Background: an optimization exercise with open tools, aiming at small area, a short achievable clock period and few clock cycles. Do not read the settings as production practice.
Only the layout flow was run in this run; the RTL was not checked for function there.
Power and IR drop assume default switching activity.

**flow/config.mk**
```make
export PLATFORM = sky130hd
export DESIGN_NAME = gld
export DESIGN_NICKNAME = gld
export VERILOG_FILES = /design/flow/design.v
export SDC_FILE = /design/flow/constraint.sdc
export NUM_CORES = 4
export LEC_CHECK = 0
export CAP_MARGIN = 20
export CORE_MARGIN = 2
export CORE_UTILIZATION = 40
export SLEW_MARGIN = 20
```
**flow/constraint.sdc**
```tcl
create_clock -name core_clock -period 8.0 [get_ports {clk}]
set_input_delay 1.6000 -clock core_clock [delete_from_list [all_inputs] [get_ports {clk}]]
set_output_delay 1.6000 -clock core_clock [all_outputs]
set_load 0.01 [all_outputs]
```
**flow/design.v**
```verilog
module gld (
  input  wire        clk,
  input  wire        rst,
  input  wire        cmd_valid,
  output wire        cmd_ready,
  input  wire [39:0] cmd_word,
  output reg         ch_we,
  output reg  [1:0]  ch_idx,
  output reg  [15:0] ch_val,
  output reg         tx_query,
  output reg         rx_release,
  output reg         hs_done,
  output reg         hs_ok,
  output reg         rsp_valid,
  output reg  [31:0] rsp_data,
  output reg         dbg_byte_valid,
  output reg  [7:0]  dbg_byte
);
  localparam [7:0]  HEADER_MARKER       = 8'h55;
  localparam [2:0]  DIR_SHIFT           = 3'd4;
  localparam [3:0]  DIR_TO_HOST         = 4'h1;
  localparam [3:0]  KIND_CHANNEL_VALUES = 4'hC;
  localparam [15:0] OFFSET_K            = 16'd2048;
  localparam [7:0]  POLL_BOUND          = 8'd70;
  localparam [15:0] UNIT_RESET          = 16'd43;
  localparam [31:0] PARAMS  = {8'h00, POLL_BOUND, 2'b00, 1'b0, 1'b0, 1'b0, DIR_SHIFT, HEADER_MARKER};
  localparam [31:0] PARAMS2 = {4'h0, KIND_CHANNEL_VALUES, 4'h0, DIR_TO_HOST, OFFSET_K};
  localparam [7:0] OP_NOP = 8'h00, OP_BURST = 8'h01, OP_PULSE = 8'h02, OP_BYTE = 8'h03,
                   OP_HSSTART = 8'h04, OP_HSTICK = 8'h05, OP_RD = 8'h06, OP_WR = 8'h07;
  localparam [2:0] F_HEADER = 3'd0, F_ID = 3'd1, F_LENGTH = 3'd2, F_DATA = 3'd3,
                   F_TRAILER = 3'd4, F_CHECKSUM = 3'd5, F_VALIDATE = 3'd6;
  localparam [1:0] HS_IDLE = 2'd0, HS_POLLING = 2'd1, HS_SUCCESS = 2'd2, HS_FAILED = 2'd3;
  localparam [3:0] S_IDLE = 4'd0, S_EXEC = 4'd1, S_DIVL = 4'd2, S_DIVH = 4'd3,
                   S_PULSE = 4'd4, S_FRAME = 4'd5, S_CRC = 4'd6, S_CHECK = 4'd7,
                   S_DISP = 4'd8, S_HSFAIL = 4'd9;
  reg [3:0]  st;
  reg [39:0] cmd;
  wire [7:0]  op  = cmd[39:32];
  wire [15:0] opa = cmd[31:16];
  wire [15:0] opb = cmd[15:0];
  assign cmd_ready = (st == S_IDLE);
  reg [2:0]  fstate;
  reg [2:0]  cursor;
  reg [7:0]  acc;
  reg [7:0]  hdr, id, len, didx;
  reg [7:0]  data [0:254];
  reg [15:0] ck;
  reg        ckidx;
  reg [31:0] accept_cnt, reject_cnt;
  reg        rx_en;
  reg [1:0]  hs_state;
  reg [7:0]  hs_count;
  reg        presence;
  reg        cmd_err;
  reg [15:0] unit;
  reg [15:0] dvd;         
  reg [15:0] rem;         
  reg [15:0] quo;         
  reg [3:0]  dcnt;        
  reg [15:0] qlow;        
  reg [7:0]  fbyte;       
  reg [8:0]  cidx;        
  reg [15:0] crc;         
  reg [1:0]  di;          
  wire op_reserved = (op > OP_WR);
  wire fmt_z       = (op == OP_NOP) || (op == OP_BURST) || (op == OP_HSSTART) || (op == OP_HSTICK);
  wire mbz_fail    = (fmt_z && (opa != 16'd0 || opb != 16'd0)) ||
                     (op == OP_BYTE && (opa != 16'd0 || opb[15:8] != 8'd0)) ||
                     (op == OP_RD && opb != 16'd0);
  wire fe_mismatch = (op == OP_BYTE);
  wire illegal     = op_reserved || mbz_fail || fe_mismatch;
  wire [16:0] rem_sh   = {rem, dvd[15]};
  wire [17:0] rem_diff = {1'b0, rem_sh} - {2'b00, unit};
  wire        qbit     = ~rem_diff[17];
  wire [15:0] rem_next = qbit ? rem_diff[15:0] : rem_sh[15:0];
  wire [15:0] quo_next = {quo[14:0], qbit};
  wire [16:0] pc     = {14'd0, cursor} + {1'b0, qlow};
  wire [17:0] pc_end = {1'b0, pc} + {2'b00, quo};
  reg  [7:0]  ones_h;
  reg  [7:0]  new_acc;
  always @* begin
    if (quo >= 16'd8)
      ones_h = 8'hFF;
    else
      ones_h = (8'd1 << quo[2:0]) - 8'd1;
    if (pc >= 17'd8)
      new_acc = acc;
    else
      new_acc = acc | (ones_h << pc[2:0]);
  end
  reg [7:0]  crc_in;
  wire [8:0] cidx_data = cidx - 9'd3;
  reg [15:0] crc_next;
  integer k;
  always @* begin
    if (cidx == 9'd0)      crc_in = hdr;
    else if (cidx == 9'd1) crc_in = id;
    else if (cidx == 9'd2) crc_in = len;
    else                   crc_in = data[cidx_data[7:0]];
    crc_next = crc ^ {crc_in, 8'h00};
    for (k = 0; k < 8; k = k + 1)
      crc_next = crc_next[15] ? ((crc_next << 1) ^ 16'h1021) : (crc_next << 1);
  end
  wire [7:0]  disp_lo = data[{5'd0, di, 1'b0}];
  wire [7:0]  disp_hi = data[{5'd0, di, 1'b1}];
  wire [15:0] disp_val = OFFSET_K - {disp_hi, disp_lo};
  wire        recognised = (id[7:4] == DIR_TO_HOST) && (id[3:0] == KIND_CHANNEL_VALUES) && (len >= 8'd8);
  reg [31:0] rd_data;
  reg        rd_ok;
  always @* begin
    rd_ok = 1'b1;
    case (opa)
      16'h0000: rd_data = {31'd0, rx_en};
      16'h0001: rd_data = {16'd0, unit};
      16'h0002: rd_data = {20'd0, cmd_err, presence, hs_state, 1'b0, cursor, 1'b0, fstate};
      16'h0003: rd_data = {24'd0, acc};
      16'h0004: rd_data = accept_cnt;
      16'h0005: rd_data = reject_cnt;
      16'h0006: rd_data = {24'd0, hs_count};
      16'h0007: rd_data = {didx, len, id, hdr};
      16'h0008: rd_data = {15'd0, ckidx, ck};
      16'h0009: rd_data = PARAMS;
      16'h000A: rd_data = PARAMS2;
      default: begin rd_data = 32'd0; rd_ok = 1'b0; end
    endcase
  end
  always @(posedge clk) begin
    if (!rst && st == S_FRAME && fstate == F_DATA)
      data[didx] <= fbyte;
  end
  always @(posedge clk) begin
    ch_we          <= 1'b0;
    tx_query       <= 1'b0;
    rx_release     <= 1'b0;
    hs_done        <= 1'b0;
    rsp_valid      <= 1'b0;
    dbg_byte_valid <= 1'b0;
    if (rst) begin
      st         <= S_IDLE;
      cmd        <= 40'd0;
      fstate     <= F_HEADER;
      cursor     <= 3'd0;
      acc        <= 8'd0;
      hdr        <= 8'd0;
      id         <= 8'd0;
      len        <= 8'd0;
      didx       <= 8'd0;
      ck         <= 16'd0;
      ckidx      <= 1'b0;
      accept_cnt <= 32'd0;
      reject_cnt <= 32'd0;
      rx_en      <= 1'b0;
      hs_state   <= HS_IDLE;
      hs_count   <= 8'd0;
      presence   <= 1'b0;
      cmd_err    <= 1'b0;
      unit       <= UNIT_RESET;
      dvd        <= 16'd0;
      rem        <= 16'd0;
      quo        <= 16'd0;
      dcnt       <= 4'd0;
      qlow       <= 16'd0;
      fbyte      <= 8'd0;
      cidx       <= 9'd0;
      crc        <= 16'hFFFF;
      di         <= 2'd0;
      ch_idx     <= 2'd0;
      ch_val     <= 16'd0;
      hs_ok      <= 1'b0;
      rsp_data   <= 32'd0;
      dbg_byte   <= 8'd0;
    end else begin
      case (st)
        S_IDLE: begin
          if (cmd_valid) begin
            cmd <= cmd_word;
            st  <= S_EXEC;
          end
        end
        S_EXEC: begin
          st <= S_IDLE;
          if (illegal) begin
            cmd_err <= 1'b1;
          end else begin
            case (op)
              OP_BURST: begin
                acc    <= 8'd0;
                cursor <= 3'd0;
              end
              OP_PULSE: begin
                if (rx_en) begin
                  dvd  <= opa;
                  rem  <= 16'd0;
                  quo  <= 16'd0;
                  dcnt <= 4'd0;
                  st   <= S_DIVL;
                end
              end
              OP_HSSTART: begin
                fstate     <= F_HEADER;
                hdr        <= 8'd0;
                id         <= 8'd0;
                len        <= 8'd0;
                didx       <= 8'd0;
                ck         <= 16'd0;
                ckidx      <= 1'b0;
                acc        <= 8'd0;
                cursor     <= 3'd0;
                accept_cnt <= 32'd0;
                reject_cnt <= 32'd0;
                presence   <= 1'b0;
                hs_count   <= 8'd0;
                hs_state   <= HS_POLLING;
                rx_en      <= 1'b1;
                tx_query   <= 1'b1;
              end
              OP_HSTICK: begin
                if (hs_state == HS_POLLING) begin
                  hs_count <= hs_count + 8'd1;
                  if (presence) begin
                    hs_state <= HS_SUCCESS;
                    hs_done  <= 1'b1;
                    hs_ok    <= 1'b1;
                  end else if (hs_count + 8'd1 == POLL_BOUND) begin
                    hs_state   <= HS_FAILED;
                    rx_en      <= 1'b0;
                    rx_release <= 1'b1;
                    st         <= S_HSFAIL;
                  end
                end
              end
              OP_RD: begin
                rsp_valid <= 1'b1;
                rsp_data  <= rd_data;
                if (!rd_ok)
                  cmd_err <= 1'b1;
              end
              OP_WR: begin
                if (opa == 16'h0000)
                  rx_en <= opb[0];
                else if (opa == 16'h0001) begin
                  if (opb != 16'd0)
                    unit <= opb;
                end else
                  cmd_err <= 1'b1;
              end
              default: ;  
            endcase
          end
        end
        S_DIVL: begin
          rem  <= rem_next;
          dvd  <= {dvd[14:0], 1'b0};
          quo  <= quo_next;
          dcnt <= dcnt + 4'd1;
          if (dcnt == 4'd15) begin
            qlow <= quo_next;
            dvd  <= opb;
            rem  <= 16'd0;
            quo  <= 16'd0;
            dcnt <= 4'd0;
            st   <= S_DIVH;
          end
        end
        S_DIVH: begin
          rem  <= rem_next;
          dvd  <= {dvd[14:0], 1'b0};
          quo  <= quo_next;
          dcnt <= dcnt + 4'd1;
          if (dcnt == 4'd15)
            st <= S_PULSE;
        end
        S_PULSE: begin
          if (pc_end >= 18'd8) begin
            acc            <= 8'd0;
            cursor         <= 3'd0;
            fbyte          <= new_acc;
            dbg_byte_valid <= 1'b1;
            dbg_byte       <= new_acc;
            st             <= S_FRAME;
          end else begin
            acc    <= new_acc;
            cursor <= pc_end[2:0];
            st     <= S_IDLE;
          end
        end
        S_FRAME: begin
          st <= S_IDLE;
          case (fstate)
            F_HEADER: begin
              if (fbyte == HEADER_MARKER) begin
                hdr    <= fbyte;
                fstate <= F_ID;
              end
            end
            F_ID: begin
              id     <= fbyte;
              fstate <= F_LENGTH;
            end
            F_LENGTH: begin
              len  <= fbyte;
              didx <= 8'd0;
              if (fbyte == 8'd0) begin
                ck     <= 16'd0;
                ckidx  <= 1'b0;
                fstate <= F_CHECKSUM;
              end else
                fstate <= F_DATA;
            end
            F_DATA: begin
              didx <= didx + 8'd1;
              if (didx + 8'd1 == len)
                fstate <= F_TRAILER;
            end
            F_TRAILER: begin
              ck     <= {8'd0, fbyte};
              ckidx  <= 1'b1;
              fstate <= F_CHECKSUM;
            end
            F_CHECKSUM: begin
              if (!ckidx) begin
                ck    <= ck | {8'd0, fbyte};
                ckidx <= 1'b1;
              end else begin
                ck     <= ck | {fbyte, 8'd0};
                ckidx  <= 1'b0;
                fstate <= F_VALIDATE;
                crc    <= 16'hFFFF;
                cidx   <= 9'd0;
                st     <= S_CRC;
              end
            end
            default: ;
          endcase
        end
        S_CRC: begin
          crc  <= crc_next;
          cidx <= cidx + 9'd1;
          if (cidx == {1'b0, len} + 9'd2)
            st <= S_CHECK;
        end
        S_CHECK: begin
          fstate <= F_HEADER;
          st     <= S_IDLE;
          if (crc == ck) begin
            accept_cnt <= accept_cnt + 32'd1;
            presence   <= 1'b1;
            if (recognised) begin
              di <= 2'd0;
              st <= S_DISP;
            end
          end else begin
            reject_cnt <= reject_cnt + 32'd1;
          end
        end
        S_DISP: begin
          ch_we  <= 1'b1;
          ch_idx <= di;
          ch_val <= disp_val;
          di     <= di + 2'd1;
          if (di == 2'd3)
            st <= S_IDLE;
          else
            st <= S_DISP;
        end
        S_HSFAIL: begin
          hs_done <= 1'b1;
          hs_ok   <= 1'b0;
          st      <= S_IDLE;
        end
        default: st <= S_IDLE;
      endcase
    end
  end
endmodule
```
**flow/run.sh**
```bash
#!/bin/bash
# synth_recipe.tcl (not shown) runs the flow's synth.tcl, then flattens the netlist and writes it again
# the make line also repeats each setting of config.mk as NAME=value (left out here)
make -C /OpenROAD-flow-scripts/flow DESIGN_CONFIG=/design/flow/config.mk WORK_HOME=/design/flow/orfs CLKGATE_MAP_FILE= SYNTH_SCRIPT=/design/flow/synth_recipe.tcl finish
```
==> flow_summary.json <==
{
  "grt_overflow": 0,
  "grt_pass1_vias": 55800,
  "end_kind": "flip-flop",
  "min_period_over_period_pct": 72.5,
  "row_count": 182,
  "place_congestion": 0.887,
  "ff2ff_path_depth": 13,
  "reg2reg_slack_ns": 2.20,
  "die-height_um": 501,
  "drt_first_iter_violations": 7017,
  "layout.nets": 6317,
  "fin_crit_ns": 5.80,
  "critPathKind": "reg -> reg",
  "required_ns": 8.77,
  "vias": 56800,
  "clk_path_buf_depth": 3,
  "synth_seq_cells": 2402,
  "ys_seq_area_share_pct": 69.2,
  "muxShareOfSynthArea_pct": 14.3,
  "ys.flop_type": "edfxtp_1",
  "synth_edf_count": 2040,
  "p_leak_nw": 34.8,
  "skew_ns": 0.0792,
  "yosys.area_share.simple_pct": 7.34,
  "yosysMostFrequentCell": "edfxtp_1",
  "synth-compound-area-share_pct": 4.71,
  "setup_viol": 0,
  "synth_area_leaders": "edfxtp_1 62%, mux4_2 13%, dfxtp_1 7.3%",
  "r2r_end": "crc[8]$_SDFFE_PP1P_",
  "max_cap_violations": 0,
  "syn_nets": 6208,
  "grt_max_degree": 207,
  "postCtsSetupBuffers": 0,
  "rsz0062_at_grt": "no",
  "cp.arrival_ns": 6.57,
  "final_area_um2": 112000,
  "synth_top_family_by_area": "multiplexers",
  "postCtsHoldBufs": 0,
  "clkSinkCount": 2402,
  "firstDrtPassIters": 6,
  "place_area_um2": 104000,
  "track_usage_pct": 21.4,
  "maxSlewHeadroom_pct": 21.7,
  "syn_area_um2": 98900,
  "max_freq_mhz": 172,
  "viasPerCell": 5.89,
  "cts.repair.resized": 0,
  "syn_inst": 6108,
  "post-synth-top-area-fraction_pct": 61.9,
  "synthArstFlopShare_pct": 0,
  "core-area_um2": 246000,
  "cts_buffers": 239,
  "crit_start": "cidx[1]$_SDFFE_PP0P_",
  "pin_count": 109,
  "hold_violations": 0,
  "ant_nets": 0,
  "synth_cell_types": 89,
  "route.detailed.drc": 0,
  "syn_to_final_growth_pct": 12.8,
  "wirelength_mm": 272,
  "tightest_slew_ns": 1.16,
  "synth.avg_cell_area_um2": 16.2,
  "synthAdderAreaFrac_pct": 0.774,
  "htreeDepth": 4,
  "synthXorXnorAreaFrac_pct": 1.53,
  "worstSkewPairLatency_ns": 0.90,
  "floorplan.initialDensity_pct": 40.2,
  "fin_setup_tns_ns": 0,
  "cellPowerDensity_nw_per_um2": 223,
  "clk_pin_slew_ns": 0.07,
  "io_buffers": 108,
  "status": "finished clean",
  "die-area_um2": 251000,
  "die_x_um": 501,
  "critPathCapture": "crc[8]$_SDFFE_PP1P_",
  "path_max_fanout": 17,
  "root_buffer": "clkbuf_16",
  "yosys-top-cells-count": "2,040 x edfxtp_1, 620 x nor2_1, 566 x mux4_2",
  "r2r_start": "cidx[1]$_SDFFE_PP0P_",
  "ys_warn_count": 1,
  "yosys.area.top_type": "edfxtp_1",
  "place_hpwl_mm": 170,
  "tritoncts": "done",
  "critPathLaunchType": "flip-flop",
  "peakVddDrop_uv": 207,
  "grt_pass1_wl_mm": 395,
  "hold_path_class": "reg -> reg",
  "antenna_found_initial": 13,
  "drive_gt1_share_pct": 17.5,
  "slew_viol_final": 0,
  "avgRoutedWirePerCell_um": 28.2
}
==> through the flow <==
step	utilization, %	std cells	power (mW)	setup slack [ns]	hold WS [ns]
after floorplan	-	6108	13.8	2.26	0.418
after global placement	42.1	9193	13.8	2.40	0.435
after detailed placement	42.1	9195	13.8	2.34	0.445
after CTS	45.4	9641	25.1	2.28	0.456
after global routing	45.4	9643	25.6	1.81	0.473
final	45.4	9645	24.9	2.20	0.453
==> registers in the layout, indices dropped and copies added (netlist names), 9 cells and up, named ones only <==
name / cells
accept_cnt: 32
ch_val: 16
cidx: 9
ck: 16
cmd: 40
crc: 16
data: 2040
dvd: 16
qlow: 16
quo: 16
reject_cnt: 32
rem: 16
rsp_data: 32
unit: 16
==> where the power goes <==
| group | leakage (nW) | switching [mW] | internal, mW |
|---|---|---|---|
| registers | 21.8 | 0.0227 | 13.4 |
| clock network | 3.85 | 4.91 | 6.46 |
| logic | 9.09 | 0.101 | 0.0489 |
| total | 34.8 | 5.04 | 19.9 |
==> cell type report <==
type / count / area (µm²)
flip-flops and latches: 2402 / 68500
well taps: 3220 / 4030
clock buffers: 299 / 6330
repair buffers: 233 / 2210
diodes: 3 / 7.51
clock inverters: 147 / 1630
fillers: 21000 / 134000
inverters: 71 / 267
multi-input cells: 3270 / 28600
==> worst min-delay path by stage <==
stage                                start                endpoint  slack, ns  depth (start not counted)
floorplan             rem[15]$_SDFFE_PP0P_    rem[15]$_SDFFE_PP0P_       0.42                          2
global placement      rem[15]$_SDFFE_PP0P_    rem[15]$_SDFFE_PP0P_       0.44                          2
detailed placement    rem[15]$_SDFFE_PP0P_    rem[15]$_SDFFE_PP0P_       0.45                          2
CTS                 ch_val[5]$_SDFFE_PP0P_  ch_val[5]$_SDFFE_PP0P_       0.46                          2
global route          cmd[37]$_SDFFE_PP0P_    cmd[37]$_SDFFE_PP0P_       0.47                          2
finish              ch_val[5]$_SDFFE_PP0P_  ch_val[5]$_SDFFE_PP0P_       0.45                          2
==> layout by cell type, fill, tap and decap left out, types with 24 or more instances in the layout <==
| cell type | instances |
|---|---|
| edfxtp_1 | 2040 |
| nor2_1 | 608 |
| mux4_2 | 566 |
| nand2_1 | 523 |
| dfxtp_1 | 353 |
| clkbuf_16 | 241 |
| a21oi_1 | 205 |
| mux2i_1 | 138 |
| o21ai_0 | 118 |
| nand3_1 | 109 |
| buf_4 | 109 |
| clkdlybuf4s50_1 | 107 |
| nor3_1 | 84 |
| xnor2_1 | 80 |
| xor2_1 | 74 |
| inv_1 | 71 |
| a22oi_1 | 60 |
| nand4_1 | 57 |
| ha_1 | 53 |
| clkbuf_1 | 50 |
| clkinv_1 | 48 |
| and3_1 | 41 |
| nor4_1 | 39 |
| clkinv_2 | 38 |
| a32oi_1 | 33 |
| or3_1 | 32 |
| a211oi_1 | 26 |
| a311oi_1 | 26 |
| bufinv_16 | 26 |
| nand2b_1 | 25 |
| and2_1 | 24 |
==> worst max-delay path, stage by stage (launching register included) <==
cell	delay (ns)
dfxtp_1	0.64
ha_1	0.71
nor3_1	0.29
xor2_4	0.78
buf_4	0.50
mux4_2	0.58
mux2i_1	0.15
o221ai_1	0.18
o311ai_1	0.39
a311oi_2	0.31
xnor2_1	0.36
xnor2_1	0.20
or4_1	0.44
o311a_1	0.14
==> metal layers <==
| metal | track usage [%] | routed length [µm] | vias to the layer above |
|---|---|---|---|
| met3 | 3.77 | 22200 | 431 |
| met2 | 33.7 | 127000 | 2486 |
| met5 | 0 | 26 | - |
| met4 | 6.94 | 8850 | 4 |
| li1 | - | - | 24200 |
| met1 | 30.2 | 113000 | 29600 |
==> kinds of logic (layout without fill, tap and decap cells) <==
logic type	after synthesis	in the layout
xor gates and xnor gates	166	166
DFF	2402	2402
buffers and inverters	436	750
adders and majority gates	60	60
AOI/OAI and AO/OA	689	689
other	0	3
muxes	710	710
and+or+nand+nor	1645	1645

-- port drivers added, routing unchanged --
Ports are ideal in the flow. The routed layout listed here was re-timed in OpenROAD.
Step 1: set_driving_cell puts a clkbuf_16 on clk and a buf_2 on each other input, an assumption about the parent block.
Step 2 moves the port delays by t, midway between the first and last clock arrival at a register: inputs arrive t later, outputs are due t later. That takes back most of the time a late clock gives input paths.
Slacks: ideal ports / drivers / drivers and shift; pairs: ideal ports / drivers.
shift t [ns]: 0.950
setup WS [ns]: 2.198 / 2.198 / 2.198
hold slack, ns: 0.453 / 0.453 / 0.453
worst data-port slew with drivers (ns): 0.06
cell pins on the clock port's net: 1
After both steps setup and hold are still met in this run. The setup slack of this run moves by 0.000 ns with the drivers and by 0.000 ns with both steps.
